Context: an optimization exercise on an open-source flow, tuned for small area, a short achievable clock period and few clock cycles. The choices shown serve that exercise and are no tape-out recipe.
Where RTL was checked, it was by simulation tests only, not by an equivalence proof against the original.
The RTL of runs 2 and 3 was laid out without a check of its function.
No activity file was given, so power comes from the tool's default toggle rates.

## flow/config.mk

```make
export PLATFORM = sky130hd
export DESIGN_NAME = lufft_rx
export DESIGN_NICKNAME = lufft_rx
export VERILOG_FILES = /design/flow/design.v
export SDC_FILE = /design/flow/constraint.sdc
export NUM_CORES = 4
export LEC_CHECK = 0
export CAP_MARGIN = 20
export CORE_MARGIN = 2
export CORE_UTILIZATION = 60
export CTS_CLUSTER_DIAMETER = 120
export CTS_CLUSTER_SIZE = 40
export SETUP_SLACK_MARGIN = 5
export SLEW_MARGIN = 20
```

## flow/constraint.sdc

```tcl
create_clock -name core_clock -period 8.5 [get_ports {clk}]
set_input_delay 1.7000 -clock core_clock [delete_from_list [all_inputs] [get_ports {clk}]]
set_output_delay 1.7000 -clock core_clock [all_outputs]
set_load 0.01 [all_outputs]
```

## flow/design.v

```verilog
module lufft_rx (
    input  wire        clk,
    input  wire        rst,
    input  wire        start,
    input  wire [2:0]  mode,
    input  wire [15:0] len,
    input  wire [7:0]  ecmd,
    input  wire [7:0]  ever,
    output wire        idle,
    input  wire        in_valid,
    input  wire [7:0]  in_data,
    output wire        in_ready,
    output reg         pay_valid,
    output wire [7:0]  pay_data,
    output reg         ent_valid,
    output wire [63:0] ent_value,
    output wire        ent_recog,
    output wire [1:0]  ent_kind,
    output reg         done,
    output reg  [7:0]  res_err,
    output wire [7:0]  res_len,
    output wire [63:0] res_value,
    output wire        res_recog,
    output wire [1:0]  res_kind
);
    function [15:0] crc_step(input [15:0] c, input [7:0] b);
        integer i;
        reg [15:0] r;
        reg [7:0]  d;
        begin
            r = c;
            d = b;
            for (i = 0; i < 8; i = i + 1) begin
                if (r[0] ^ d[0]) r = (r >> 1) ^ 16'h8408;
                else             r = r >> 1;
                d = d >> 1;
            end
            crc_step = r;
        end
    endfunction
    reg        idle_r;        
    reg        rdy;           
    reg        rep;           
    reg        h7v;           
    reg [2:0]  md;
    reg [7:0]  cm, ve;
    reg        lerr;
    reg [15:0] rem;           
    reg [7:0]  iq;            
    reg        iv;
    reg        f0q;           
    reg        c_lt2;         
    reg        c_neg;         
    reg        c_z;           
    reg        c_le7;         
    reg [2:0]  hidx;          
    reg [2:0]  dd;            
    reg        pre;           
    reg [3:0]  pos;           
    reg        hdone;         
    reg [15:0] crc;
    reg [2:0]  ecode;         
    reg [7:0]  plen;          
    reg        pshort;        
    reg [8:0]  mk;            
    reg        pwin;          
    reg        ine, ebeg;     
    reg        sgn;
    reg        recog;
    reg [1:0]  kind;
    reg [63:0] val;           
    wire [7:0] x_cmd  = cm;
    wire [7:0] x_ver  = ve;
    wire [7:0] m_left = cm;
    wire [7:0] erem   = ve;
    wire [39:0] hb    = val[39:0];
    wire act  = ~idle_r;
    wire acc  = start & idle_r;
    wire xfer = in_valid & rdy & act;
    wire rem1 = (rem == 16'd1);
    wire ill  = md[2] & (md[1] | md[0]);
    wire nod  = (rem == 16'd0);        
    wire done_d = act & ((xfer & rem1) | ill | nod);
    assign idle     = idle_r;
    assign in_ready = rdy;
    wire nv   = iv & act & ~rep;
    wire h6   = nv & (hidx == 3'd6);
    wire       remhi = |rem[15:9];
    wire [8:0] r6    = rem[8:0] - 9'd6;
    wire [8:0] r13   = rem[8:0] - 9'd13;
    wire [8:0] din9  = {1'b0, in_data};
    wire       s_neg = !remhi && (din9 > r6);
    wire       s_z   = !remhi && (din9 == r6);
    wire       s_le7 = !remhi && ((rem[8:0] < 9'd13) || (din9 >= r13));
    wire       lerr6 = c_lt2 || c_neg || lerr;    
    wire       d_z   = c_z;
    wire       d_sm  = c_le7 && !c_z;     
    wire       d_big = !c_le7;
    wire       rst_f = h6 && !d_z;       
    wire [8:0] f0pos = {1'b0, plen} + 9'd14;
    wire       f0in  = (hidx == 3'd7) && !remhi && (rem[8:0] == f0pos);
    wire       f0hit = pre && f0q;
    wire       rp_on = rep && (dd == 3'd0) && (hidx != 3'd7 || h7v);
    wire [7:0] pb    = rep ? ((hidx == 3'd6) ? plen + 8'd2 : hb[7:0]) : iq;
    wire       fp    = (nv && (!pre || f0hit)) || rp_on;
    wire       pp    = iv && pwin;
    wire       f9    = fp && !hdone && (pos == 4'd9);
    wire       pwin_d = acc ? 1'b0 : (pp && rem4) ? 1'b0 : f9 ? (plen != 8'd0) : pwin;
    wire       hb_sh = (nv && hidx != 3'd0 && hidx < 3'd6) || (rep && hidx != 3'd6);      
    wire rem4    = (rem == 16'd4);
    wire        crc_en = fp && (rem != 16'd0);
    wire [15:0] crc_s  = crc_step(crc, pb);
    wire        crc_ok = (nv && rem1) ? (crc[15:8] == 8'd0 && iq == crc[7:0])
                                      : (crc == 16'd0);
    reg        hbad;
    reg [2:0]  hcode;
    always @(*) begin
        hbad  = 1'b0;
        hcode = 3'd0;
        case ({hdone, pos})
            5'd0: begin hbad = (pb != 8'h01); hcode = 3'd2; end
            5'd1: begin hbad = (pb != 8'h10); hcode = 3'd3; end
            5'd7: begin hbad = (pb != 8'h02); hcode = 3'd4; end
            5'd8: begin hbad = (pb != x_cmd); hcode = 3'd5; end
            5'd9: begin hbad = (pb != x_ver); hcode = 3'd6; end
            default: ;
        endcase
    end
    wire m1 = (md == 3'd1), m2 = (md == 3'd2), m3 = (md == 3'd3), m4 = (md == 3'd4);
    wire known = (iq[7:3] == 5'b00010);
    reg [7:0] wp1;    
    always @(*) begin
        case (iq[2:0])
            3'd0, 3'd1:       wp1 = 8'd2;
            3'd2, 3'd3:       wp1 = 8'd3;
            3'd4, 3'd5, 3'd6: wp1 = 8'd5;
            default:          wp1 = 8'd9;
        endcase
    end
    wire tg    = pp && (pos == 4'd2) && ine;
    wire sbyte = pp && m2 && ebeg && (m_left != 8'd0);
    wire eend  = pp && ine && (erem == 8'd1);
    wire tagbad = known && (erem != wp1);
    wire perr  = (sbyte && (iq < 8'd2)) || (tg && tagbad);
    wire       inv   = (pos >= 4'd3) && (pos <= 4'd10);
    wire       vw    = pp && inv && ((ine && recog) ||
                                     (m3 && pos == 4'd3) || (m4 && pos <= 4'd5));
    wire [2:0] vj    = pos[2:0] - 3'd3;
    wire       fill  = vw && sgn && iq[7];
    wire       vclr  = tg && !known;
    integer k;
    always @(posedge clk) begin
        ent_valid <= 1'b0;
        done      <= done_d;
        iq <= in_data;
        iv <= in_valid & act & rdy;
        f0q   <= f0in;
        c_lt2 <= (in_data < 8'd2);
        c_neg <= s_neg;
        c_z   <= s_z;
        c_le7 <= s_le7;
        if (xfer) rem <= rem - 16'd1;
        if (nv && hidx != 3'd7) hidx <= hidx + 3'd1;
        if (fp && !hdone) pos <= pos + 4'd1;
        if (crc_en) crc <= crc_s;
        if (fp && ecode == 3'd0 && hbad) ecode <= hcode;
        if (perr && ecode == 3'd0) ecode <= 3'd7;
        if ((nv || (rep && hidx == 3'd7 && h7v)) && mk != 9'd0) begin
            mk <= mk - 9'd1;
            if (mk == 9'd1 && iq != 8'h03) lerr <= 1'b1;
        end
        if (f0hit && nv) pre <= 1'b0;
        if (h6) begin
            plen <= iq - 8'd2;
            dd   <= rem[2:0] - iq[2:0] - 3'd6;      
            mk   <= {1'b0, iq} + 9'd2;
            case (md)
                3'd1:       pshort <= (iq < 8'd5);
                3'd2, 3'd3: pshort <= (iq < 8'd4);
                3'd4:       pshort <= (iq < 8'd6);
                default:    pshort <= 1'b0;
            endcase
            if (lerr6) lerr <= 1'b1;
            if (rst_f) begin
                pos   <= 4'd0;
                crc   <= 16'hFFFF;
                ecode <= 3'd0;
            end
            if (!lerr6 && d_sm) begin
                rep  <= 1'b1;
                rdy  <= 1'b0;
                hidx <= 3'd1;
            end
            if (!lerr6 && d_big) pre <= 1'b1;
        end
        if (rep) begin
            if (dd != 3'd0) dd <= dd - 3'd1;
            if (hidx == 3'd1) h7v <= iv;
            if (hidx == 3'd6) rdy <= 1'b1;
            if (hidx == 3'd7) rep <= 1'b0;
            else              hidx <= hidx + 3'd1;
        end
        pwin      <= pwin_d;
        pay_valid <= in_valid & act & rdy & pwin_d;
        if (f9) begin
            hdone <= 1'b1;
            pos   <= (m3 || m4) ? 4'd2 : 4'd0;
            ine  <= m1;
            ve   <= plen;
            ebeg <= 1'b0;
            sgn  <= 1'b0;
        end
        if (pp) begin
            if (pos != 4'd15) pos <= pos + 4'd1;
            if (m2 && !ine && !ebeg && pos == 4'd1) begin
                cm     <= iq;
                ebeg   <= 1'b1;
            end
            if (sbyte) begin
                ve   <= iq;
                pos   <= 4'd1;
                ine  <= 1'b1;
                ebeg <= 1'b0;
            end
            if (ine) ve <= erem - 8'd1;
            if (eend) begin
                ine       <= 1'b0;
                ent_valid <= m2;
                ebeg      <= 1'b1;
                cm        <= m_left - 8'd1;
            end
        end
        if (tg) begin
            recog <= known;
            kind  <= (iq == 8'h16) ? 2'd1 : (iq == 8'h17) ? 2'd2 : 2'd0;
            sgn   <= known && iq[0] && !(iq[2] && iq[1]);
        end
        for (k = 0; k < 8; k = k + 1) begin
            if (hb_sh && k < 5)
                val[k*8 +: 8] <= (k == 4) ? iq : val[k*8+8 +: 8];
            else if (vclr || (vw && vj <= k))
                val[k*8 +: 8] <= (vw && vj == k) ? iq : {8{fill}};
        end
        if (ill)                    res_err <= 8'h30;
        else if (nod)               res_err <= 8'h01;
        else if (lerr)              res_err <= 8'h10;
        else if (!crc_ok)           res_err <= 8'h11;
        else if (ecode != 3'd0)     res_err <= {5'b00010, ecode};
        else if (pshort || (m2 && m_left != 8'd0)) res_err <= 8'h17;
        else                        res_err <= 8'h00;
        if (acc) begin
            idle_r <= 1'b0;
            md     <= mode;
            cm     <= ecmd;
            ve     <= ever;
            rem    <= len;
            lerr   <= (len < 16'd14);
            hidx   <= 3'd0;
            pos    <= 4'd0;
            hdone  <= 1'b0;
            pre    <= 1'b0;
            crc    <= 16'hFFFF;
            ecode  <= 3'd0;
            mk     <= 9'd0;
        end
        if (done_d) idle_r <= 1'b1;
        if (rst) begin
            idle_r    <= 1'b1;
            rdy       <= 1'b1;
            rep       <= 1'b0;
                done      <= 1'b0;
            ent_valid <= 1'b0;
            iv        <= 1'b0;
        end
    end
    assign pay_data  = iq;
    assign ent_value = val;
    assign ent_recog = recog;
    assign ent_kind  = kind;
    assign res_len   = plen;
    assign res_value = val;
    assign res_recog = recog;
    assign res_kind  = kind;
endmodule
```

## flow/flow/run.sh

```bash
#!/bin/bash
set -euo pipefail
bash standard.sh BUFFER_PORTS_ARGS="-buffer_cell sky130_fd_sc_hd__buf_1" SETUP_SLACK_MARGIN=5.5 finish > standard.log 2>&1
```

## flow/standard.sh

```bash
#!/bin/bash
# synth_recipe.tcl (not shown) runs the flow's synth.tcl, then flattens the netlist and writes it again
# the make line also repeats each setting of config.mk as NAME=value (left out here)
make -C /OpenROAD-flow-scripts/flow DESIGN_CONFIG=/design/flow/config.mk WORK_HOME=/design/flow/orfs CLKGATE_MAP_FILE= SYNTH_SCRIPT=/design/flow/synth_recipe.tcl "${@:-finish}"
```

==> out/qor.csv, run 1 <==
metric;value;unit
status;complete, no violations;
rows;50;
gp_congestion;0.956;
cpPeakStageDelay;0.62;ns
rr_endpoint;val[59];
crit_required;6.80;ns
critical_path.top_delay_family;flip-flops;
final_cells;1640;
drt-total-wl;32.4;mm
clockBufferDepth;2;
synthMuxAreaShare;0.00975;
cts-root-buf;clkbuf_16;
worst_pin_slew;0.874;ns
ir_drop;0.129;mV
cts_sinks;182;
seqPwrFrac;0.475;
p_int;0.00152;W
num_antenna_cells;0;
yosysTopAreaCellShare;0.276;
synth-async-reset-ratio;0;
clk_pin_slew;0.07;ns
syn_inst;1284;
hpwl;22.7;mm
hp-class;register to register;
slew_viol_final;0;
rrSetupSlack;5.59;ns
p_comb_frac;0.134;
nNetsFinal;1492;
synth_simple_gate_area_frac;0.202;
grt_max_degree;38;
synth_compound_area_frac;0.144;
synth_seq_area_share;0.411;
drt_iter0_markers;946;
cts_tree;yes;
routed_via_density;6.00;
cp_num_buf_inv;1;
insertion_delay;0.44;ns
pwr_density_cell;168;nW/um2
drc;0;
ctsHtreeMaxLevel;4;
synth_edf_count;105;
timing.setup.tns;0;ns
synth-adder-area-share;0.0570;
fmax;0.339;GHz
nFillCells;1572;
dominantRegCellSynth;edfxtp_1;
synth_top_family_by_area;simple AND/OR/NAND/NOR gates;
synth_area_leaders;edfxtp_1 (28%), dfxtp_1 (14%), ha_1 (5.7%);
postRouteAntennaNets;0;
switching_share;0.282;
hold_depth;2;
clock_skew;0.0178;ns
ys_ff_latch;182;
firstDrtPassIters;6;
worstPathCellList;buf_1;
grt_pass1_vias;8760;
finalHoldViolCount;0;
synth.cell_area;11400;um2
crit_path_top_delay_cell;edfxtp_1;
avgRoutedWirePerCell;19.7;um
ctsHoldBuffers;0;
dr_total_vias;9846;
crit_cells;1;
clkPwrFrac;0.391;
design.core.area;18700;um2
worstHoldStart;ebeg;
whs;0.501;ns
yosysMostFrequentCell;nand2_1;
area_growth;10.9;%
initial_utilization;0.610;
synth_area_per_cell;8.89;um2
arrival;1.25;ns
rsz0062_at_grt;no;
gr-usage-all-layers;0.319;
crit_type;register to primary output;
antenna_found_initial;0;
fin_crit;2.95;ns
critPathCaptureType;primary output;
grt_pass1_wl;48.8;mm
synth_common_cells;nand2_1 (158), nor2_1 (139), edfxtp_1 (105), a21oi_1 (80), dfxtp_1 (77);
dpl_worst_slack;4.54;ns
die-area;20100;um2
r2r_cells;9;
worstPathMaxFanout;7;
p_leak;4.80;nW
period_share;0.347;
drive_gt1_frac;0.0754;
cts_buffers;17;
max_cap_viol_count;0;
p_sw;0.000598;W
startpoint_type;register;
grt-ovfl-total;0;
synth_top_area_cell;edfxtp_1;
min_to;ebeg;
synth_xor_xnor_area_share;0.0926;
die_x;142;um
setup_ws;5.55;ns
slew_headroom;0.417;
r2r-start;pos[1];
placed_cells_incl_taps;1595;
port_buffers;206;
yosys_warnings;2;
ios;210;
synthDistinctLibCells;74;
die_y;142;um
setup_viol;0;
## metrics by stage
step | util | power (W) | cell area, um2
after floorplan | - | 0.00121 | 11400
after global placement | 0.629 | 0.00129 | 11800
after detailed placement | 0.629 | 0.00130 | 11800
after CTS | 0.667 | 0.00212 | 12500
after global routing | 0.677 | 0.00220 | 12700
final | 0.677 | 0.00212 | 12700
## repair_timing
| item | in CTS | in global routing |
|---|---|---|
| pin swaps | 1 | 3 |
| hold endpoints to repair | 0 | 0 |
| resized for setup | 25 | 29 |
| endpoints found under the setup margin | 162 | 152 |
| cloned | 0 | 1 |
| setup buffers | 2 | 10 |
## registers in the layout, summed over array words and instances, names as in the netlist, 5 cells and up
register	flops
ve	8
mk	9
val	64
plen	8
crc	16
iq	8
rem	16
res_err	5
cm	8
## worst max path at each step
stage	end	from	slack [ns]
after floorplan	c_le7	in_data[0]	5.51
after global placement	crc[10]	start	4.62
after detailed placement	crc[10]	start	4.54
after CTS	val[48]	pos[0]	5.36
after global routing	val[56]	pos[1]	5.46
final	res_len[7]	plen[7]	5.55
## cells in the final DEF, fill, tap and decap left out, types with 10 or more instances in the layout
cell	netlist	routed
buf_1	4	206
nand2_1	158	158
nor2_1	139	135
edfxtp_1	105	105
a21oi_1	80	76
dfxtp_1	77	74
o21ai_0	73	66
xnor2_1	57	57
xor2_1	56	55
ha_1	52	48
nand3_1	36	35
inv_1	32	28
a21o_1	27	27
nor3_1	24	24
nor4_1	21	21
buf_4	70	18
clkbuf_16	0	17
nand2b_1	17	16
a31oi_1	15	14
nand4_1	13	13
nor2b_1	13	13
and3_1	11	11
a22oi_1	12	11
mux2i_1	10	10
## cell families (layout without fill, tap and decap cells)
group / count (synthesis) / in the layout
adders and majority gates: 52 / 52
xor gates and xnor gates: 116 / 116
and+or+nand+nor: 480 / 481
muxes: 11 / 11
other: 1 / 3
buffers and inverters: 177 / 296
AOI/OAI and AO/OA: 265 / 265
DFF: 182 / 182
## final cells by class
cell class,instances,area [um2],share of cell area
Timing Repair Buffer,232,1000,0.0792
Clock inverter,15,184,0.0145
Multi-Input combinational cell,928,5930,0.468
Clock buffer,17,425,0.0336
Inverter,32,126,0.00998
Tap cell,234,293,0.0231
Sequential cell,182,4700,0.371
## per-layer routing
metal | global-route usage | part of all wire
met5 | 0 | 0
met4 | 0.106 | 0.023
met2 | 0.478 | 0.44
met3 | 0.0723 | 0.089
met1 | 0.460 | 0.45
## worst min-delay path, stage by stage, from the launching register on
cell,delay (ns)
dfxtp_1,0.33
nand2_1,0.06
a22oi_1,0.06
## power by group through the flow
stage / Sequential (W) / Combinational [W] / Clock, W
5_1_grt: 0.00101 / 0.000317 / 0.000868
6_report: 0.00101 / 0.000284 / 0.000830
2_1_floorplan: 0.00100 / 0.000213 / 0
3_3_place_gp: 0.00103 / 0.000264 / 0
3_5_place_dp: 0.00103 / 0.000269 / 0
4_1_cts: 0.00100 / 0.000276 / 0.000836
Testbench counts, summed over its fixed seeds: cycles 15,909.
==> run 2, diff against run 1 <==
--- a/flow/design.v
+++ b/flow/design.v
@@ -13,3 +13,3 @@
     output reg         pay_valid,
-    output wire [7:0]  pay_data,
+    output reg  [7:0]  pay_data,
     output reg         ent_valid,
@@ -63,2 +63,3 @@
     reg [7:0]  plen;          
+    reg [7:0]  lr;            
     reg        pshort;        
@@ -99,3 +100,3 @@
     wire       rst_f = h6 && !d_z;       
-    wire [8:0] f0pos = {1'b0, plen} + 9'd14;
+    wire [8:0] f0pos = {1'b0, lr} + 9'd12;
     wire       f0in  = (hidx == 3'd7) && !remhi && (rem[8:0] == f0pos);
@@ -103,3 +104,3 @@
     wire       rp_on = rep && (dd == 3'd0) && (hidx != 3'd7 || h7v);
-    wire [7:0] pb    = rep ? ((hidx == 3'd6) ? plen + 8'd2 : hb[7:0]) : iq;
+    wire [7:0] pb    = rep ? ((hidx == 3'd6) ? lr : hb[7:0]) : iq;
     wire       fp    = (nv && (!pre || f0hit)) || rp_on;
@@ -107,3 +108,3 @@
     wire       f9    = fp && !hdone && (pos == 4'd9);
-    wire       pwin_d = acc ? 1'b0 : (pp && rem4) ? 1'b0 : f9 ? (plen != 8'd0) : pwin;
+    wire       pwin_d = acc ? 1'b0 : (pp && rem4) ? 1'b0 : f9 ? (lr != 8'd2) : pwin;
     wire       hb_sh = (nv && hidx != 3'd0 && hidx < 3'd6) || (rep && hidx != 3'd6);      
@@ -155,2 +156,3 @@
         iq <= in_data;
+        pay_data <= in_data & {8{in_valid}};     
         iv <= in_valid & act & rdy;
@@ -174,2 +176,3 @@
             plen <= iq - 8'd2;
+            lr   <= iq;
             dd   <= rem[2:0] - iq[2:0] - 3'd6;      
@@ -208,3 +211,3 @@
             ine  <= m1;
-            ve   <= plen;
+            ve   <= lr - 8'd2;
             ebeg <= 1'b0;
@@ -275,3 +278,2 @@
     end
-    assign pay_data  = iq;
     assign ent_value = val;
--- a/flow/config.mk
+++ b/flow/config.mk
@@ -10,4 +10,4 @@
 export CORE_UTILIZATION = 60
-export CTS_CLUSTER_DIAMETER = 120
-export CTS_CLUSTER_SIZE = 40
+export CTS_CLUSTER_DIAMETER = 80
+export CTS_CLUSTER_SIZE = 24
 export SETUP_SLACK_MARGIN = 5
==> out/qor.csv, run 2 <==
metric;value;unit
status;complete, no violations;
worstHoldStart;iv;
initial_utilization;0.608;
critPathCaptureType;primary output;
ys_ff_latch;197;
cts-root-buf;clkbuf_16;
grt_max_degree;66;
max_cap_viol_count;0;
clkPwrFrac;0.382;
p_comb_frac;0.132;
synth-async-reset-ratio;0;
crit_type;register to primary output;
worstPathCellList;buf_1;
p_leak;5.07;nW
clock_skew;0.0150;ns
hold_depth;0;
nNetsFinal;1510;
grt_pass1_wl;49.6;mm
ctsHtreeMaxLevel;4;
utilization;0.670;
top_regs;val x64, crc x16, rem x16;
final_common_cell;buf_1;
ir_drop;0.145;mV
insertion_delay;0.45;ns
drt-total-wl;32.9;mm
rows;51;
design.core.area;19400;um2
finalHoldViolCount;0;
drive_gt1_frac;0.0744;
p_sw;0.000628;W
largest_reg_flops;64;
cpPeakStageDelay;0.59;ns
critical_path.top_delay_family;flip-flops;
grt_pass1_vias;8767;
synth_area_per_cell;9.04;um2
num_antenna_cells;0;
firstDrtPassIters;5;
p_int;0.00161;W
antenna_found_initial;0;
drc;0;
place_area;12200;um2
synth_top_area_cell;edfxtp_1;
rr_endpoint;val[63];
syn_inst;1304;
rrSetupSlack;5.61;ns
dominantRegCellSynth;edfxtp_1;
min_to;h7v;
worst_pin_slew;0.802;ns
cp_num_buf_inv;1;
rsz0062_at_grt;no;
synth_edf_count;112;
avgRoutedWirePerCell;19.5;um
ctsHoldBuffers;0;
setup_viol;0;
r2r-start;ine;
pwr_density_cell;172;nW/um2
dr_total_vias;10000;
port_buffers;206;
hp-class;register to register;
finalInstanceArea;13000;um2
cts_sinks;197;
crit_required;6.80;ns
whs;0.515;ns
clockBufferDepth;2;
die-area;20800;um2
hpwl;22.9;mm
nFillCells;1616;
seqPwrFrac;0.487;
arrival;1.23;ns
synth.cell_area;11800;um2
grt-ovfl-total;0;
yosys_warnings;2;
timing.setup.tns;0;ns
period_share;0.345;
cts_buffers;17;
switching_share;0.281;
area_growth;10.3;%
r2r_cells;8;
ios;210;
die_y;144;um
synthDistinctLibCells;69;
synth_seq_area_share;0.430;
fin_crit;2.93;ns
yosysMostFrequentCell;nand2_1;
final_cell_mix;buf_1 (206), nand2_1 (160), nor2_1 (132);
synth_common_cells;nand2_1 (160), nor2_1 (133), edfxtp_1 (112), a21oi_1 (85), dfxtp_1 (85);
routed_via_density;5.93;
fmax;0.341;GHz
clk_pin_slew;0.08;ns
postRouteAntennaNets;0;
gr-usage-all-layers;0.316;
drt_iter0_markers;1222;
slew_viol_final;0;
gp_congestion;0.935;
worstPathMaxFanout;5;
regMostFlops;val;
total_power;0.00224;W
die_x;144;um
cts_tree;yes;
startpoint_type;register;
yosysTopAreaCellShare;0.285;
crit_path_top_delay_cell;edfxtp_1;
slew_headroom;0.465;
synth_area_leaders;edfxtp_1 (29%), dfxtp_1 (14%), ha_1 (5.5%);
==> run 2: cell types whose count changed in the layout (fill, tap and decap cells not counted), moves of 8 or more <==
cell | previous run | this run
nand3_1 | 35 | 20
o211ai_1 | 5 | 16
and2_1 | 4 | 13
xor2_1 | 55 | 39
dfxtp_1 | 74 | 82
xnor2_1 | 57 | 71
a22oi_1 | 11 | 3
==> run 2: stage by stage <==
stage / instances / setup WS (ns)
floorplan: 1306 / 5.52
detailed placement: 1649 / 5.19
global placement: 1649 / 5.23
finish: 1689 / 5.57
global route: 1689 / 5.49
CTS: 1681 / 5.38
==> run 2: cell families after synthesis <==
group                    count (synthesis)  synth area share
XOR/XNOR                               111            0.0825
buffers and inverters                  180            0.0820
AND/OR/NAND/NOR                        463             0.185
flip-flops                             197             0.430
other                                    1          0.000318
multiplexers                            18            0.0155
AO/OA/AOI/OAI                          282             0.150
adder cells (fa/ha/maj)                 52            0.0552
==> run 2: layer usage <==
metal / routed length [um] / part of all wire / vias up / track usage
met1: 15000 / 0.46 / 4734 / 0.484
met5: 0 / 0 / - / 0
met3: 3050 / 0.093 / 60 / 0.0599
met2: 14100 / 0.43 / 503 / 0.459
met4: 662 / 0.020 / 0 / 0.0777
li1: - / - / 4716 / -
==> run 2: repair_timing <==
item / in CTS / in global routing
gates resized for setup: 8 / 30
pin swaps: 0 / 2
gates cloned: 0 / 1
endpoints found under the setup margin: 89 / 135
buffers inserted: 0 / 7
==> run 2: area by class of cell <==
class                   instances  area (um2)  area share
multi-input cells             930        5910       0.455
flip-flops and latches        197        5070       0.390
repair buffers                228         938      0.0722
clock buffers                  18         429      0.0330
well taps                     265         332      0.0255
clock inverters                14         180      0.0139
inverters                      37         143      0.0110
==> run 2: worst max-delay path by stage <==
| stage | from | depth (start not counted) | slack, ns | endpoint |
|---|---|---|---|---|
| after global routing | pos[1] | 8 | 5.49 | val[10] |
| final | lr[0] | 1 | 5.57 | res_len[0] |
| after global placement | rep | 6 | 5.23 | dd[1] |
| after floorplan | in_data[0] | 9 | 5.52 | c_le7 |
| after detailed placement | pos[0] | 7 | 5.19 | val[25] |
| after CTS | pos[0] | 8 | 5.38 | val[47] |
==> run 2: power by group through the flow <==
stage | combinational [W] | clock, W | sequential, W
2_1_floorplan | 0.000218 | 0 | 0.00108
3_3_place_gp | 0.000272 | 0 | 0.00111
3_5_place_dp | 0.000278 | 0 | 0.00111
4_1_cts | 0.000280 | 0.000853 | 0.00109
5_1_grt | 0.000328 | 0.000897 | 0.00109
6_report | 0.000295 | 0.000854 | 0.00109
==> run 3, diff against run 2 <==
==> flow/flow/run.sh (replaced) <==
#!/bin/bash
set -euo pipefail
bash standard.sh BUFFER_PORTS_ARGS="-buffer_cell sky130_fd_sc_hd__buf_1" SETUP_SLACK_MARGIN=5.8 finish > standard.log 2>&1
==> out/qor.csv, run 3 <==
metric;value;unit
routed_via_density;5.96;
nNetsFinal;1572;
num_antenna_cells;0;
dominantRegCellSynth;edfxtp_1;
fmax;0.353;GHz
synthDistinctLibCells;69;
ios;210;
final_common_cell;nand2_1;
synth-async-reset-ratio;0;
worst_pin_slew;0.890;ns
synth_edf_count;112;
grt-ovfl-total;0;
cp_num_buf_inv;1;
synth_compound_area_frac;0.150;
cts_sinks;197;
grtUsageMet3;0.0695;
final_cells;1751;
gp_congestion;0.931;
rows;51;
drc;0;
die_y;144;um
critPathCaptureType;primary output;
die-area;20800;um2
worstHoldStart;rdy;
synth_common_cells;nand2_1 (160), nor2_1 (133), edfxtp_1 (112), a21oi_1 (85), dfxtp_1 (85);
p_leak;5.82;nW
insertion_delay;0.45;ns
worstPathCellList;clkbuf_2;
grt_pass1_wl;51.2;mm
die_x;144;um
grtUsageMet1;0.488;
cpPeakStageDelay;0.51;ns
hp-class;register to register;
hpwl;23.1;mm
slew_viol_final;0;
critical_path.top_delay_family;flip-flops;
crit_type;register to primary output;
use_met2;0.475;
place_area;12200;um2
antenna_found_initial;0;
grt_max_degree;66;
drt_iter0_markers;1115;
ir_drop;0.130;mV
total_power;0.00228;W
finalHoldViolCount;0;
initial_utilization;0.608;
design.core.area;19400;um2
worstPathMaxFanout;2;
yosysMostFrequentCell;nand2_1;
ctsHoldBuffers;0;
drt-total-wl;35.1;mm
top_regs;val x64, crc x16, rem x16;
final_cell_mix;nand2_1 (160), nor2_1 (129), clkbuf_2 (116);
synth_area_per_cell;9.04;um2
yosysTopAreaCellShare;0.285;
cts_buffers;17;
synth_top_area_cell;edfxtp_1;
synth_seq_area_share;0.430;
firstDrtPassIters;7;
top_usage_layer;met1;
crit_path_top_delay_cell;edfxtp_1;
grt_pass1_vias;9121;
synth_xor_xnor_area_share;0.0825;
clockBufferDepth;2;
ys_ff_latch;197;
cts-root-buf;clkbuf_16;
clk_pin_slew;0.08;ns
utilization;0.719;
synthMuxAreaShare;0.0155;
syn_inst;1304;
arrival;1.13;ns
synth-adder-area-share;0.0552;
placed_cells_incl_taps;1649;
gr-usage-all-layers;0.326;
startpoint_type;register;
max_cap_viol_count;0;
area_growth;18.4;%
rsz0062_at_grt;yes;
avgRoutedWirePerCell;20.0;um
nFillCells;1546;
setup_viol;0;
port_buffers;206;
r2r-start;rem[13];
synth.cell_area;11800;um2
crit_start;kind[1];
status;complete, no violations;
drive_gt1_frac;0.215;
dr_total_vias;10400;
crit_required;6.80;ns
clock_skew;0.0159;ns
period_share;0.333;
largest_reg_flops;64;
postRouteAntennaNets;0;
slew_headroom;0.400;
ctsHtreeMaxLevel;4;
yosys_warnings;2;
synth_simple_gate_area_frac;0.185;
fin_crit;2.83;ns
synth_area_leaders;edfxtp_1 (29%), dfxtp_1 (14%), ha_1 (5.5%);
regMostFlops;val;
finalInstanceArea;14000;um2
synth_top_family_by_area;simple AND/OR/NAND/NOR gates;
cts_tree;yes;
timing.setup.tns;0;ns
pwr_density_cell;164;nW/um2
-- run 3: final timing paths --
kind / slack (ns) / end / cells after the start
max reg2reg: 5.85 / res_err[1] / 7
min: 0.48 / rdy / 2
min reg2reg: 0.48 / rdy / 2
max: 5.67 / res_kind[1] / 1
-- run 3: cells by family after synthesis --
logic type | Yosys count
multiplexers | 18
other | 1
AO/OA/AOI/OAI | 282
AND/OR/NAND/NOR | 463
adder cells (fa/ha/maj) | 52
XOR/XNOR | 111
flip-flops | 197
buffers and inverters | 180
-- run 3: what timing repair did --
item | CTS | global route
resized for setup | 56 | 162
endpoints found under the setup margin | 299 | 285
gates cloned | 2 | 0
buffers inserted | 34 | 34
pin swaps | 6 | 5
-- run 3: metrics by stage --
| step | hold WS [ns] | setup WS (ns) |
|---|---|---|
| after floorplan | 0.406 | 5.71 |
| after global placement | 0.472 | 5.22 |
| after detailed placement | 0.485 | 5.12 |
| after CTS | 0.485 | 5.69 |
| after global routing | 0.495 | 5.66 |
| final | 0.484 | 5.67 |
-- run 3: metal layers --
metal  part of all wire  up-vias
met2               0.43      566
met5                  0        -
met1               0.44     4948
li1                   -     4848
met4              0.024        0
met3               0.10       78
-- run 3: worst min-delay path, stage by stage (launching register included) --
cell	delay, ns
dfxtp_2	0.35
nand2_1	0.06
nand2_1	0.04
-- run 3: report_power, final --
group	internal, W	leakage (nW)	switching, W
combinational	0.000147	3.72	0.000200
sequential	0.00104	1.80	0.0000463
clock	0.000448	0.294	0.000405
total	0.00163	5.82	0.000652
-- run 3: final cells by class --
class	instances	area [um2]	share of cell area
clock inverter	15	186	0.0134
timing repair buffer	290	1620	0.116
multi-input combinational	930	6150	0.441
sequential	197	5070	0.364
clock buffer	17	425	0.0305
inverter	37	159	0.0114
tap	265	332	0.0238
==> run 4, diff against run 3 <==
--- a/flow/design.v
+++ b/flow/design.v
@@ -13,3 +13,3 @@
     output reg         pay_valid,
-    output reg  [7:0]  pay_data,
+    output wire [7:0]  pay_data,
     output reg         ent_valid,
@@ -63,3 +63,2 @@
     reg [7:0]  plen;          
-    reg [7:0]  lr;            
     reg        pshort;        
@@ -76,3 +75,3 @@
     wire [7:0] erem   = ve;
-    wire [39:0] hb    = val[39:0];
+    wire [47:0] hb    = val[47:0];
     wire act  = ~idle_r;
@@ -100,3 +99,3 @@
     wire       rst_f = h6 && !d_z;       
-    wire [8:0] f0pos = {1'b0, lr} + 9'd12;
+    wire [8:0] f0pos = {1'b0, plen} + 9'd14;
     wire       f0in  = (hidx == 3'd7) && !remhi && (rem[8:0] == f0pos);
@@ -104,3 +103,3 @@
     wire       rp_on = rep && (dd == 3'd0) && (hidx != 3'd7 || h7v);
-    wire [7:0] pb    = rep ? ((hidx == 3'd6) ? lr : hb[7:0]) : iq;
+    wire [7:0] pb    = rep ? hb[7:0] : iq;
     wire       fp    = (nv && (!pre || f0hit)) || rp_on;
@@ -108,4 +107,4 @@
     wire       f9    = fp && !hdone && (pos == 4'd9);
-    wire       pwin_d = acc ? 1'b0 : (pp && rem4) ? 1'b0 : f9 ? (lr != 8'd2) : pwin;
-    wire       hb_sh = (nv && hidx != 3'd0 && hidx < 3'd6) || (rep && hidx != 3'd6);      
+    wire       pwin_d = acc ? 1'b0 : (pp && rem4) ? 1'b0 : f9 ? (plen != 8'd0) : pwin;
+    wire       hb_sh = (nv && hidx != 3'd0 && hidx != 3'd7) || (rep && hidx != 3'd7);      
     wire rem4    = (rem == 16'd4);
@@ -156,3 +155,2 @@
         iq <= in_data;
-        pay_data <= in_data & {8{in_valid}};     
         iv <= in_valid & act & rdy;
@@ -176,3 +174,2 @@
             plen <= iq - 8'd2;
-            lr   <= iq;
             dd   <= rem[2:0] - iq[2:0] - 3'd6;      
@@ -211,3 +208,3 @@
             ine  <= m1;
-            ve   <= lr - 8'd2;
+            ve   <= plen;
             ebeg <= 1'b0;
@@ -241,4 +238,4 @@
         for (k = 0; k < 8; k = k + 1) begin
-            if (hb_sh && k < 5)
-                val[k*8 +: 8] <= (k == 4) ? iq : val[k*8+8 +: 8];
+            if (hb_sh && k < 6)
+                val[k*8 +: 8] <= (k == 5) ? iq : val[k*8+8 +: 8];
             else if (vclr || (vw && vj <= k))
@@ -278,2 +275,3 @@
     end
+    assign pay_data  = iq;
     assign ent_value = val;
==> flow/flow/run.sh (replaced) <==
#!/bin/bash
set -euo pipefail
bash standard.sh BUFFER_PORTS_ARGS="-buffer_cell sky130_fd_sc_hd__buf_1" SETUP_SLACK_MARGIN=5.5 finish > standard.log 2>&1
==> out/qor.csv, run 4 <==
metric;value;unit
hp-class;register to register;
design.core.area;18600;um2
synthMuxAreaShare;0.0172;
synth-async-reset-ratio;0;
firstDrtPassIters;5;
ctsHtreeMaxLevel;4;
hpwl;22.1;mm
clockBufferDepth;2;
synth_area_per_cell;8.98;um2
num_antenna_cells;0;
pwr_density_cell;166;nW/um2
ys_ff_latch;182;
routed_via_density;5.85;
synth_seq_area_share;0.414;
synth_compound_area_frac;0.149;
area_growth;9.93;%
drt_iter0_markers;1111;
cts-root-buf;clkbuf_16;
gp_congestion;0.947;
antenna_found_initial;0;
gr-usage-all-layers;0.310;
final_common_cell;buf_1;
synth_common_cells;nand2_1 (160), nor2_1 (137), edfxtp_1 (105), a21oi_1 (87), dfxtp_1 (77);
top_regs;val x64, crc x16, rem x16;
dr_total_vias;9468;
synth.cell_area;11400;um2
syn_inst;1264;
synth-adder-area-share;0.0562;
critPathCaptureType;primary output;
final_cell_mix;buf_1 (206), nand2_1 (160), nor2_1 (136);
fmax;0.337;GHz
worstPathCellList;buf_4 -> buf_1;
port_buffers;206;
synthDistinctLibCells;84;
rows;50;
dominantRegCellSynth;edfxtp_1;
regMostFlops;val;
drc;0;
clock_skew;0.0133;ns
die_y;142;um
synth_xor_xnor_area_share;0.0826;
crit_required;6.80;ns
timing.setup.tns;0;ns
nNetsFinal;1470;
total_power;0.00207;W
yosysMostFrequentCell;nand2_1;
postRouteAntennaNets;0;
crit_path_top_delay_cell;dfxtp_1;
arrival;1.26;ns
initial_utilization;0.609;
ctsHoldBuffers;0;
largest_reg_flops;64;
grt-ovfl-total;0;
finalHoldViolCount;0;
synth_top_area_cell;edfxtp_1;
startpoint_type;register;
fin_crit;2.96;ns
rsz0062_at_grt;yes;
ios;210;
synth_area_leaders;edfxtp_1 (28%), dfxtp_1 (14%), ha_1 (5.6%);
status;complete, no violations;
cpPeakStageDelay;0.31;ns
slew_viol_final;0;
yosys_warnings;2;
setup_viol;0;
ir_drop;0.136;mV
insertion_delay;0.44;ns
grt_max_degree;43;
synth_edf_count;105;
cts_buffers;17;
nFillCells;1602;
die_x;142;um
drive_gt1_frac;0.0794;
yosysTopAreaCellShare;0.278;
crit_type;register to primary output;
grt_pass1_vias;8410;
avgRoutedWirePerCell;19.2;um
drt-total-wl;31.2;mm
die-area;20000;um2
clk_pin_slew;0.08;ns
cts_tree;yes;
synth_top_family_by_area;simple AND/OR/NAND/NOR gates;
p_leak;4.80;nW
grt_pass1_wl;47.6;mm
cts_sinks;182;
period_share;0.349;
max_cap_viol_count;0;
slew_headroom;0.429;
worst_pin_slew;0.850;ns
synth_simple_gate_area_frac;0.196;
worstPathMaxFanout;18;
-- run 4: through the flow --
stage | util | cells | setup WS, ns | instance area (um2) | hold WS [ns]
floorplan | - | 1266 | 5.51 | 11400 | 0.446
global placement | 0.627 | 1577 | 4.97 | 11700 | 0.442
detailed placement | 0.627 | 1577 | 4.89 | 11700 | 0.445
CTS | 0.664 | 1615 | 5.51 | 12400 | 0.456
global route | 0.669 | 1619 | 5.39 | 12500 | 0.489
finish | 0.669 | 1619 | 5.54 | 12500 | 0.454
-- run 4: cell type report --
class | count | area [um2] | area share
timing repair buffer | 227 | 998 | 0.0800
sequential | 182 | 4700 | 0.376
multi-input combinational | 906 | 5780 | 0.464
clock buffer | 19 | 454 | 0.0364
inverter | 38 | 145 | 0.0116
clock inverter | 13 | 106 | 0.00852
tap | 234 | 293 | 0.0235
-- run 4: final timing paths --
| kind | from | end | slack [ns] | cells after the start |
|---|---|---|---|---|
| max reg2reg | pos[1] | val[36] | 5.57 | 9 |
| min reg2reg | rdy | rdy | 0.45 | 2 |
| max | iq[7] | pay_data[7] | 5.54 | 2 |
| min | rdy | rdy | 0.45 | 2 |
-- run 4: power by group --
group | total [W] | switching [W] | internal, W
clock | 0.000776 | 0.000374 | 0.000402
sequential | 0.00101 | 0.0000485 | 0.000958
combinational | 0.000284 | 0.000167 | 0.000117
-- run 4: cells by family (layout without fill, tap and decap cells) --
logic type      Yosys count  count (layout)
compound gates          262             262
xor+xnor                107             107
fa+ha+maj                51              51
buf+inv                 178             297
flops                   182             182
mux                      19              19
other cells               1               3
simple gates            464             464
-- run 4: worst max-delay path: cells and delay by family (launching register included) --
kind,cells,cell delay (ns)
buffers and inverters,2,0.51
DFF,1,0.31
-- run 4: per-layer routing --
layer	wire length (um)	share of wire	GRT usage	vias up
met4	359	0.012	0.0721	0
met2	13400	0.43	0.448	424
met1	14700	0.47	0.482	4437
met5	0	0	0	-
met3	2680	0.086	0.0567	24
li1	-	-	-	4583
-- run 4: repair_timing --
item,4_1_cts,5_1_grt
gates resized for setup,19,20
cloned,1,0
buffers inserted,5,4
pin swaps,1,2
endpoints found under the setup margin,145,109
Testbench counts of run 4, summed over its fixed seeds: cycles 15,909.
==> run 5, diff against run 4 <==
--- a/flow/config.mk
+++ b/flow/config.mk
@@ -10,2 +10,3 @@
 export CORE_UTILIZATION = 60
+export CTS_BUF_LIST = sky130_fd_sc_hd__clkbuf_8
 export CTS_CLUSTER_DIAMETER = 80
==> out/qor.csv, run 5 <==
metric;value;unit
status;complete, no violations;
synth_area_per_cell;8.98;um2
crit_required;6.80;ns
startpoint_type;register;
rsz0062_at_grt;yes;
regArea;4700;um2
wl_met1;14.7;mm
nNetsFinal;1474;
yosysTopAreaCellShare;0.278;
hpwl;22.1;mm
synth_common_cells;nand2_1 (160), nor2_1 (137), edfxtp_1 (105), a21oi_1 (87), dfxtp_1 (77);
slew_headroom;0.436;
synth-async-reset-ratio;0;
drive_gt1_frac;0.0835;
ir_drop;0.0999;mV
utilization;0.664;
gp_congestion;0.947;
setup_viol;0;
die_y;142;um
synth_edf_count;105;
worst_pin_slew;0.846;ns
avgRoutedWirePerCell;19.2;um
initial_utilization;0.609;
critPathCaptureType;primary output;
ctsHtreeMaxLevel;4;
synthDistinctLibCells;84;
yosysMostFrequentCell;nand2_1;
cts_sinks;182;
firstDrtPassIters;5;
die_x;142;um
synth_area_leaders;edfxtp_1 (28%), dfxtp_1 (14%), ha_1 (5.6%);
regMostFlops;val;
fin_crit;2.96;ns
rows;50;
slew_viol_final;0;
design.core.area;18600;um2
worstPathMaxFanout;19;
top_regs;val x64, crc x16, rem x16;
grt_max_degree;43;
multi_input_area;5800;um2
port_buffers;206;
grt_pass1_wl;47.4;mm
hp-class;register to register;
antenna_found_initial;0;
cts_tree;yes;
wl_met3;2.57;mm
yosys_warnings;2;
nFillCells;1610;
postRouteAntennaNets;0;
timing.setup.tns;0;ns
top_layer;met4;
syn_inst;1264;
pwr_density_cell;152;nW/um2
ys_ff_latch;182;
synth_seq_area_share;0.414;
area_growth;8.99;%
drt_iter0_markers;1025;
insertion_delay;0.47;ns
largest_reg_flops;64;
rrSetupSlack;5.65;ns
clk_pin_slew;0.11;ns
dr_total_vias;9506;
cts-root-buf;clkbuf_8;
synth.cell_area;11400;um2
clock_skew;0.0211;ns
dominantRegCellSynth;edfxtp_1;
finalHoldViolCount;0;
drt-total-wl;31.1;mm
period_share;0.349;
synth_top_area_cell;edfxtp_1;
final_cell_mix;buf_1 (205), nand2_1 (160), nor2_1 (136);
p_leak;4.75;nW
crit_type;register to primary output;
arrival;1.26;ns
wl_met2;13.4;mm
clockBufferDepth;2;
max_cap_viol_count;0;
num_antenna_cells;0;
gr-usage-all-layers;0.307;
cts_buffers;17;
grt_pass1_vias;8405;
ios;210;
die-area;20000;um2
fmax;0.337;GHz
final_common_cell;buf_1;
grt-ovfl-total;0;
drc;0;
ctsHoldBuffers;0;
routed_via_density;5.86;
## run 5: cell types whose count changed in the layout (fill, tap and decap cells not counted), sizes merged
cell,delta
buf,+3
bufbuf,-1
bufinv,+1
inv,+1
## run 5: routing by layer
metal  global-route usage  vias up
met5                    0        -
met4               0.0653        0
met3               0.0557       32
met2                0.445      409
met1                0.479     4484
li1                     -     4581
## run 5: logic make-up after synthesis
| kind of cell | share of synthesized area |
|---|---|
| AOI/OAI and AO/OA | 0.149 |
| xor gates and xnor gates | 0.0826 |
| adders and majority gates | 0.0562 |
| buffers and inverters | 0.0850 |
| DFF | 0.414 |
| muxes | 0.0172 |
| other | 0.000330 |
| and+or+nand+nor | 0.196 |
## run 5: power breakdown
| part | internal (W) | switching, W |
|---|---|---|
| registers | 0.000958 | 0.0000482 |
| clock network | 0.000241 | 0.000347 |
| logic | 0.000120 | 0.000170 |
| total | 0.00132 | 0.000564 |
## run 5: stage by stage
stage / total power, W / cells / instance area, um2 / worst slack (ns) / hold slack (ns)
after floorplan: 0.00121 / 1266 / 11400 / 5.51 / 0.446
after global placement: 0.00129 / 1577 / 11700 / 4.97 / 0.442
after detailed placement: 0.00130 / 1577 / 11700 / 4.89 / 0.445
after CTS: 0.00187 / 1614 / 12200 / 5.50 / 0.460
after global routing: 0.00196 / 1623 / 12400 / 5.45 / 0.494
final: 0.00188 / 1623 / 12400 / 5.54 / 0.459
## run 5: path summary, 6_finish.rpt
path,from,cells after the start,endpoint
max,iq[5],2,pay_data[5]
min,rdy,2,rdy
max reg2reg,pos[0],8,val[56]
min reg2reg,rdy,2,rdy
## run 5: worst max-delay path, stage by stage (launching register included)
cell and delay, ns:
dfxtp_1 0.34, buf_6 0.26, buf_1 0.19
## run 5: final cells by class
cell class | instances | area share
Clock buffer | 17 | 0.0189
Tap cell | 234 | 0.0237
Timing Repair Buffer | 231 | 0.0861
Multi-Input combinational cell | 906 | 0.469
Clock inverter | 15 | 0.0113
Inverter | 38 | 0.0115
Sequential cell | 182 | 0.380
## run 5: timing repair
action / 4_1_cts / 5_1_grt
hold endpoints to repair: 0 / 0
endpoints found under the setup margin: 150 / 97
pin swaps: 1 / 2
setup buffers: 5 / 8
gates cloned: 0 / 1
resized for setup: 26 / 25
==> run 6, diff against run 5 <==
--- a/flow/design.v
+++ b/flow/design.v
@@ -82,3 +82,3 @@
     wire nod  = (rem == 16'd0);        
-    wire done_d = act & ((xfer & rem1) | ill | nod);
+    wire done_d = act & ~done & ((xfer & rem1) | ill | nod);
     assign idle     = idle_r;
@@ -265,3 +265,3 @@
         end
-        if (done_d) idle_r <= 1'b1;
+        if (done) idle_r <= 1'b1;      
         if (rst) begin
--- a/flow/flow/run.sh
+++ b/flow/flow/run.sh
@@ -1,2 +1,10 @@
 #!/bin/bash
+# Layout flow: the standard ORFS flow (standard.sh, standard synthesis
+# unchanged) with two changes to how the layout is made:
+#  - buffer_ports puts the smallest buffer (buf_1) on every input and output
+#    port instead of the delay-cell buffer it picks by default;
+#  - timing repair aims at 5.5 ns of setup slack at the design's period.
+# The SDC, clock period and I/O constraints are the standard flow's, unchanged.
+# make's full output goes to standard.log; ORFS keeps each step's log under
+# orfs/logs.
 set -euo pipefail
--- a/flow/config.mk
+++ b/flow/config.mk
@@ -9,3 +9,3 @@
 export CORE_MARGIN = 2
-export CORE_UTILIZATION = 60
+export CORE_UTILIZATION = 70
 export CTS_BUF_LIST = sky130_fd_sc_hd__clkbuf_8
==> out/qor.csv, run 6 <==
metric;value;unit
status;complete, no violations;
die-area;17200;um2
ir_drop;0.168;mV
synthDistinctLibCells;76;
finalHoldViolCount;0;
synth.cell_area;11300;um2
cts-root-buf;clkbuf_8;
die_y;131;um
routed_via_density;6.11;
area_growth;9.35;%
final_cell_mix;buf_1 (206), nand2_1 (155), nor2_1 (126);
ys_ff_latch;182;
crit_path_top_delay_cell;dfxtp_1;
design.core.area;15800;um2
synth_seq_area_share;0.416;
critical_path.top_delay_family;buffers and inverters;
num_antenna_cells;0;
switching_share;0.274;
total_power;0.00203;W
rows;46;
synth-async-reset-ratio;0;
cts_buffers;17;
initial_utilization;0.714;
fmax;0.335;GHz
p_sw;0.000555;W
nNetsFinal;1461;
p_leak;4.78;nW
crit_required;6.80;ns
synth_area_leaders;edfxtp_1 (28%), dfxtp_1 (14%), ha_1 (5.6%);
utilization;0.780;
grt_pass1_vias;8350;
drt_iter0_markers;1121;
critPathCaptureType;primary output;
fin_crit;2.98;ns
rsz0062_at_grt;yes;
nFillCells;1151;
slew_headroom;0.288;
gr-usage-all-layers;0.351;
max_cap_viol_count;0;
startpoint_type;register;
clock_skew;0.0177;ns
regMostFlops;val;
dr_total_vias;9725;
cts_sinks;182;
worstPathCellList;buf_8 -> buf_1;
synth_area_per_cell;9.02;um2
firstDrtPassIters;7;
clkPwrFrac;0.359;
whs;0.489;ns
cts_tree;yes;
synth_top_area_cell;edfxtp_1;
slew_viol_final;0;
port_buffers;206;
clockBufferDepth;2;
largest_reg_flops;64;
synth_edf_count;105;
yosys_warnings;2;
cpPeakStageDelay;0.37;ns
period_share;0.351;
dominantRegCellSynth;edfxtp_1;
arrival;1.28;ns
gp_congestion;0.984;
drive_gt1_frac;0.0778;
p_comb_frac;0.145;
drc;0;
ios;210;
synth_common_cells;nand2_1 (156), nor2_1 (130), edfxtp_1 (105), a21oi_1 (92);
syn_inst;1252;
clk_pin_slew;0.11;ns
yosysTopAreaCellShare;0.279;
cp_num_buf_inv;2;
grt_max_degree;61;
pwr_density_cell;164;nW/um2
hpwl;21.2;mm
drt-total-wl;30.7;mm
worstPathMaxFanout;18;
final_common_cell;buf_1;
timing.setup.tns;0;ns
grt-ovfl-total;0;
worst_pin_slew;1.06;ns
seqPwrFrac;0.496;
insertion_delay;0.49;ns
grt_pass1_wl;45.4;mm
ctsHtreeMaxLevel;4;
antenna_found_initial;0;
setup_viol;0;
yosysMostFrequentCell;nand2_1;
hp-class;register to register;
p_int;0.00147;W
postRouteAntennaNets;0;
avgRoutedWirePerCell;19.3;um
crit_type;register to primary output;
top_regs;val x64, crc x16, rem x16;
die_x;131;um
==> run 6: final cells by class <==
| class | instances | area [um2] | share of cell area |
|---|---|---|---|
| Inverter | 36 | 135 | 0.0109 |
| Tap cell | 216 | 270 | 0.0219 |
| Multi-Input combinational cell | 899 | 5760 | 0.466 |
| Timing Repair Buffer | 227 | 992 | 0.0803 |
| Sequential cell | 182 | 4700 | 0.381 |
| Clock buffer | 18 | 248 | 0.0201 |
| Clock inverter | 14 | 249 | 0.0202 |
==> run 6: path summary, 6_finish.rpt <==
path                from           to  slack, ns  depth (start not counted)
setup / recovery   iq[5]  pay_data[5]       5.52                          2
hold / removal       rdy          rdy       0.49                          2
setup reg to reg  pos[1]      val[37]       5.52                          9
hold reg to reg      rdy          rdy       0.49                          2
==> run 6: stage by stage <==
stage	instances	area, um2	worst slack (ns)
2_1_floorplan	1254	11300	5.51
3_3_place_gp	1547	11600	4.62
3_5_place_dp	1547	11600	4.85
4_1_cts	1583	12200	5.47
5_1_grt	1592	12400	5.40
6_report	1592	12400	5.52
==> run 6: what timing repair did <==
item | CTS | global route
gates resized for setup | 26 | 19
gates cloned | 0 | 3
setup endpoints to repair | 147 | 141
pin swaps | 1 | 3
hold buffers | 0 | 0
buffers inserted | 4 | 6
hold endpoints to repair | 0 | 0
==> run 6: cells by family after synthesis <==
group | synth area share
adder cells (fa/ha/maj) | 0.0565
AO/OA/AOI/OAI | 0.151
other | 0.000332
flip-flops | 0.416
AND/OR/NAND/NOR | 0.191
XOR/XNOR | 0.0806
buffers and inverters | 0.0877
multiplexers | 0.0173
==> run 6: worst reg2reg max path: stages, from the launching register on <==
cell and delay (ns):
dfxtp_1 0.39, inv_1 0.20, ha_2 0.33, nor2_1 0.12, a211oi_2 0.32, o2111ai_4 0.26
buf_4 0.26, nor4_2 0.67, nand2_1 0.13, a21oi_1 0.17
==> run 6: power groups by stage <==
stage	clock network, W	logic [W]	registers [W]
final	0.000728	0.000294	0.00101
after detailed placement	0	0.000271	0.00103
after floorplan	0	0.000217	0.00100
after global routing	0.000755	0.000325	0.00101
after CTS	0.000727	0.000279	0.00100
after global placement	0	0.000265	0.00103
==> run 6: metal layers <==
metal	track usage	part of all wire
met1	0.518	0.43
met2	0.527	0.45
met3	0.0651	0.10
met4	0.106	0.020
met5	0	0
Testbench counts of run 6, summed over its fixed seeds: cycles 15,909.
==> run 7, diff against run 6 <==
--- a/flow/config.mk
+++ b/flow/config.mk
@@ -9,3 +9,3 @@
 export CORE_MARGIN = 2
-export CORE_UTILIZATION = 70
+export CORE_UTILIZATION = 60
 export CTS_BUF_LIST = sky130_fd_sc_hd__clkbuf_8
==> out/qor.csv, run 7 <==
metric;value;unit
status;complete, no violations;
regMostFlops;val;
pwr_density_cell;156;nW/um2
firstDrtPassIters;6;
synth_common_cells;nand2_1 (156), nor2_1 (130), edfxtp_1 (105), a21oi_1 (92);
synth_area_leaders;edfxtp_1 (28%), dfxtp_1 (14%), ha_1 (5.6%);
synth_top_area_cell;edfxtp_1;
p_leak;4.72;nW
slew_viol_final;0;
design.core.area;18600;um2
setup_viol;0;
worst_pin_slew;0.837;ns
die_x;141;um
cts_sinks;182;
max_cap_viol_count;0;
switching_share;0.289;
syn_inst;1252;
antenna_found_initial;1;
top_layer;met4;
grt-ovfl-total;0;
synth_seq_area_share;0.416;
cts-root-buf;clkbuf_8;
top_regs;val x64, crc x16, rem x16;
initial_utilization;0.608;
nNetsFinal;1454;
postRouteAntennaNets;0;
whs;0.486;ns
port_buffers;206;
seqPwrFrac;0.526;
critPathCaptureType;primary output;
hpwl;21.8;mm
final_cells;1604;
cts_buffers;17;
grt_pass1_vias;8511;
clockBufferDepth;2;
arrival;1.25;ns
period_share;0.347;
rows;50;
synth_edf_count;105;
p_int;0.00136;W
die_y;141;um
cts_tree;yes;
wl_met3;2.69;mm
crit_type;register to primary output;
wl_met1;13.7;mm
yosys_warnings;2;
insertion_delay;0.48;ns
worstPathMaxFanout;18;
ctsHtreeMaxLevel;4;
p_sw;0.000553;W
clk_pin_slew;0.11;ns
dominantRegCellSynth;edfxtp_1;
crit_required;6.80;ns
clock_skew;0.0161;ns
placed_cells_incl_taps;1567;
grt_max_degree;61;
ir_drop;0.123;mV
rsz0062_at_grt;yes;
yosysTopAreaCellShare;0.279;
routed_via_density;5.91;
synth-async-reset-ratio;0;
wl_met2;13.5;mm
fmax;0.339;GHz
synthDistinctLibCells;76;
nFillCells;1530;
yosysMostFrequentCell;nand2_1;
gp_congestion;0.901;
utilization;0.658;
ys_ff_latch;182;
p_comb_frac;0.148;
timing.setup.tns;0;ns
drt-total-wl;30.8;mm
area_growth;8.26;%
slew_headroom;0.435;
final_common_cell;buf_1;
startpoint_type;register;
gr-usage-all-layers;0.306;
die-area;19900;um2
synth.cell_area;11300;um2
drt_iter0_markers;954;
grt_pass1_wl;46.8;mm
finalHoldViolCount;0;
clkPwrFrac;0.325;
ios;210;
dr_total_vias;9480;
largest_reg_flops;64;
synth_area_per_cell;9.02;um2
drive_gt1_frac;0.0716;
drc;0;
hp-class;register to register;
final_cell_mix;buf_1 (206), nand2_1 (155), nor2_1 (127);
fin_crit;2.95;ns
avgRoutedWirePerCell;19.2;um
run 7: cell count changes in the layout (fill, tap and decap cells not counted), moves of 2 or more:
cell / previous run / this run
dfxtp_2: 3 / 1
o21ai_2: 1 / 3
o21ai_1: 8 / 6
ha_1: 47 / 49
buf_4: 14 / 8
dfxtp_1: 73 / 76
inv_4: 1 / 3
bufinv_16: 5 / 1
run 7: path summary, 6_finish.rpt:
| kind | startpoint | to | slack [ns] | cells after the start |
|---|---|---|---|---|
| worst max-delay path | iq[5] | pay_data[5] | 5.55 | 2 |
| worst min-delay path | rdy | rdy | 0.49 | 2 |
| worst max register to register | pos[0] | val[62] | 5.63 | 9 |
| worst min register to register | rdy | rdy | 0.49 | 2 |
run 7: power by group through the flow:
stage	Sequential, W	Clock (W)	Combinational (W)
finish	0.00101	0.000622	0.000284
global route	0.00101	0.000659	0.000317
CTS	0.00100	0.000624	0.000278
detailed placement	0.00102	0	0.000274
global placement	0.00102	0	0.000269
floorplan	0.00100	0	0.000217
run 7: layout make-up:
type	instances	area, um2	area share
antenna	1	2.50	0.000205
clock buffer	19	262	0.0214
clock inverter	13	146	0.0120
inverter	36	135	0.0110
multi-input combinational	898	5750	0.470
sequential	182	4700	0.384
tap	234	293	0.0239
timing repair buffer	221	946	0.0773
run 7: kinds of logic after synthesis:
family | after synthesis | share of synthesized area
AO/OA/AOI/OAI | 273 | 0.151
XOR/XNOR | 104 | 0.0806
adder cells (fa/ha/maj) | 51 | 0.0565
buffers and inverters | 175 | 0.0877
flip-flops | 182 | 0.416
multiplexers | 19 | 0.0173
other | 1 | 0.000332
AND/OR/NAND/NOR | 447 | 0.191
run 7: timing repair:
item | CTS | global route
setup buffers | 0 | 3
setup endpoints to repair | 151 | 142
hold buffers | 0 | 0
pin swaps | 1 | 2
cloned | 1 | 0
gates resized for setup | 19 | 26
run 7: stage by stage:
step                setup slack (ns)  total power (W)  area (um2)
detailed placement              4.98          0.00130       11600
global route                    5.44          0.00199       12200
CTS                             5.40          0.00191       12100
finish                          5.55          0.00191       12200
global placement                5.05          0.00129       11600
floorplan                       5.51          0.00122       11300
run 7: layer usage:
metal,up-vias,GRT usage
met2,434,0.450
met4,0,0.106
met3,50,0.0513
met5,-,0
li1,4537,-
met1,4459,0.456
run 7: worst max-delay path, stage by stage (launching register included):
cell and delay [ns]:
dfxtp_1 0.36, buf_8 0.23, buf_1 0.18
==> run 8, diff against run 7 <==
--- a/flow/config.mk
+++ b/flow/config.mk
@@ -10,5 +10,5 @@
 export CORE_UTILIZATION = 60
-export CTS_BUF_LIST = sky130_fd_sc_hd__clkbuf_8
-export CTS_CLUSTER_DIAMETER = 80
-export CTS_CLUSTER_SIZE = 24
+export CTS_BUF_LIST = sky130_fd_sc_hd__clkbuf_8 sky130_fd_sc_hd__clkbuf_16
+export CTS_CLUSTER_DIAMETER = 150
+export CTS_CLUSTER_SIZE = 40
 export SETUP_SLACK_MARGIN = 5
==> out/qor.csv, run 8 <==
metric;value;unit
cts_buffers;17;
drc;0;
status;complete, no violations;
synth_edf_count;105;
clock_skew;0.0118;ns
cp_num_buf_inv;2;
final_cells;1605;
drive_gt1_frac;0.0730;
slew_headroom;0.386;
cpPeakStageDelay;0.33;ns
critPathCaptureType;primary output;
clk_pin_slew;0.07;ns
design.core.area;18600;um2
initial_utilization;0.608;
worstPathMaxFanout;18;
synth_area_per_cell;9.02;um2
synth_top_area_cell;edfxtp_1;
port_buffers;206;
top_regs;val x64, crc x16, rem x16;
antenna_found_initial;1;
routed_via_density;5.91;
multi_input_area;5740;um2
ios;210;
grt_pass1_wl;47.0;mm
timing.setup.tns;0;ns
avgRoutedWirePerCell;19.2;um
crit_required;6.80;ns
synth_area_leaders;edfxtp_1 (28%), dfxtp_1 (14%), ha_1 (5.6%);
die-area;19900;um2
cts_sinks;182;
ir_drop;0.129;mV
grtUsageMet1;0.458;
yosysMostFrequentCell;nand2_1;
arrival;1.24;ns
synth_seq_area_share;0.416;
synth.cell_area;11300;um2
finalHoldViolCount;0;
synth_common_cells;nand2_1 (156), nor2_1 (130), edfxtp_1 (105), a21oi_1 (92);
rsz0062_at_grt;no;
largest_reg_flops;64;
drt_iter0_markers;902;
rows;50;
grtUsageMet3;0.0489;
insertion_delay;0.44;ns
worst_pin_slew;0.909;ns
final_cell_mix;buf_1 (206), nand2_1 (155), nor2_1 (127);
gr-usage-all-layers;0.307;
nFillCells;1507;
cts_tree;yes;
postRouteAntennaNets;0;
slew_viol_final;0;
p_leak;4.80;nW
startpoint_type;register;
drt-total-wl;30.8;mm
placed_cells_incl_taps;1567;
die_x;141;um
fmax;0.341;GHz
firstDrtPassIters;5;
use_met2;0.453;
hpwl;21.8;mm
rrSetupSlack;5.67;ns
syn_inst;1252;
dr_total_vias;9481;
pwr_density_cell;169;nW/um2
crit_path_top_delay_cell;dfxtp_1;
synth-async-reset-ratio;0;
ctsHtreeMaxLevel;4;
worstPathCellList;buf_6 -> buf_1;
dominantRegCellSynth;edfxtp_1;
max_cap_viol_count;0;
clockBufferDepth;2;
cts-root-buf;clkbuf_16;
gp_congestion;0.901;
synthDistinctLibCells;76;
period_share;0.345;
grt_max_degree;61;
crit_type;register to primary output;
ys_ff_latch;182;
yosysTopAreaCellShare;0.279;
top_usage_layer;met1;
final_common_cell;buf_1;
fin_crit;2.94;ns
regMostFlops;val;
nNetsFinal;1455;
grt-ovfl-total;0;
yosys_warnings;2;
regArea;4700;um2
utilization;0.667;
hp-class;register to register;
area_growth;9.70;%
grt_pass1_vias;8549;
critical_path.top_delay_family;buffers and inverters;
setup_viol;0;
die_y;141;um
## run 8: through the flow
step	setup slack (ns)	total power [W]	hold WS, ns	area [um2]
2_1_floorplan	5.51	0.00122	0.446	11300
3_3_place_gp	5.05	0.00129	0.442	11600
3_5_place_dp	4.98	0.00130	0.456	11600
4_1_cts	5.40	0.00210	0.468	12300
5_1_grt	5.50	0.00217	0.518	12400
6_report	5.56	0.00210	0.471	12400
## run 8: worst register-to-register path, stage by stage (launching register included)
cell and delay, ns:
dfxtp_1 0.39, ha_1 0.17, ha_1 0.43, nand2b_1 0.13, a32oi_2 0.41, nand2b_2 0.38
o21ai_0 0.29, o21bai_1 0.25, a311oi_1 0.28
## run 8: per-layer routing
metal | share of wire | routed length, um | vias to the layer above
li1 | - | - | 4542
met5 | 0 | 0 | -
met2 | 0.44 | 13400 | 429
met4 | 0.031 | 942 | 0
met3 | 0.084 | 2580 | 61
met1 | 0.45 | 13800 | 4449
## run 8: final cells by class
class | instances | area share
inverter | 36 | 0.0109
antenna | 1 | 0.000202
tap | 234 | 0.0236
clock buffer | 20 | 0.0386
timing repair buffer | 222 | 0.0749
multi-input combinational | 898 | 0.463
clock inverter | 12 | 0.00939
sequential | 182 | 0.379
## run 8: cell families after synthesis
logic type | share of synthesized area
and+or+nand+nor | 0.191
buffers and inverters | 0.0877
DFF | 0.416
AOI/OAI and AO/OA | 0.151
adders and majority gates | 0.0565
muxes | 0.0173
other | 0.000332
xor gates and xnor gates | 0.0806
## run 8: power breakdown
part	internal, W	switching (W)	total, W
Sequential	0.000960	0.0000469	0.00101
Clock	0.000443	0.000363	0.000806
Combinational	0.000116	0.000166	0.000282
## run 8: path summary, 6_finish.rpt
kind                 endpoint  cells after the start  startpoint
hold / removal            rdy                      2         rdy
hold reg to reg           rdy                      2         rdy
setup / recovery  pay_data[6]                      2       iq[6]
setup reg to reg       pos[1]                      8     hidx[1]
## run 8: repair_timing
item / in CTS / in global routing
hold buffers: 0 / 0
endpoints found under the setup margin: 150 / 139
resized for setup: 18 / 21
setup buffers: 0 / 4
pin swaps: 1 / 2
cloned: 1 / 0

-- re-timing with driven ports --
In the flow no input, the clock included, has a driving cell. The finished layouts below were timed again as built, in two steps.
Step 1 assumes that a clkbuf_16 drives the clock port and a buf_2 every other input.
Step 2 times the ports against the registers' clock, not the clock port: input delays grow and output delays shrink by t, the midpoint of the rising clock arrivals with the driver on.
Three values: ideal ports, drivers, drivers and shift; two values: the first two.
run	t (ns)	setup WS [ns]	hold slack, ns	worst setup path at the end	cell pins on the clock port's net
run 1	0.481	5.547 / 5.499 / 5.141	0.501 / 0.501 / 0.501	input to register	1
run 2	0.489	5.570 / 5.521 / 5.204	0.515 / 0.515 / 0.515	input to register	1
run 3	0.488	5.670 / 5.622 / 5.393	0.484 / 0.484 / 0.484	input to register	1
run 4	0.484	5.536 / 5.489 / 5.207	0.454 / 0.454 / 0.454	input to register	1
run 5	0.508	5.537 / 5.493 / 5.126	0.459 / 0.459 / 0.459	input to register	1
run 6	0.525	5.517 / 5.475 / 5.180	0.489 / 0.489 / 0.489	input to register	1
run 7	0.516	5.551 / 5.511 / 5.219	0.486 / 0.486 / 0.486	input to register	1
run 8	0.483	5.564 / 5.518 / 5.216	0.471 / 0.471 / 0.471	input to register	1
After both steps setup and hold are still met in every run listed. The setup slack of run 5, which loses most, moves by -0.044 ns with the drivers and by -0.411 ns with both steps.
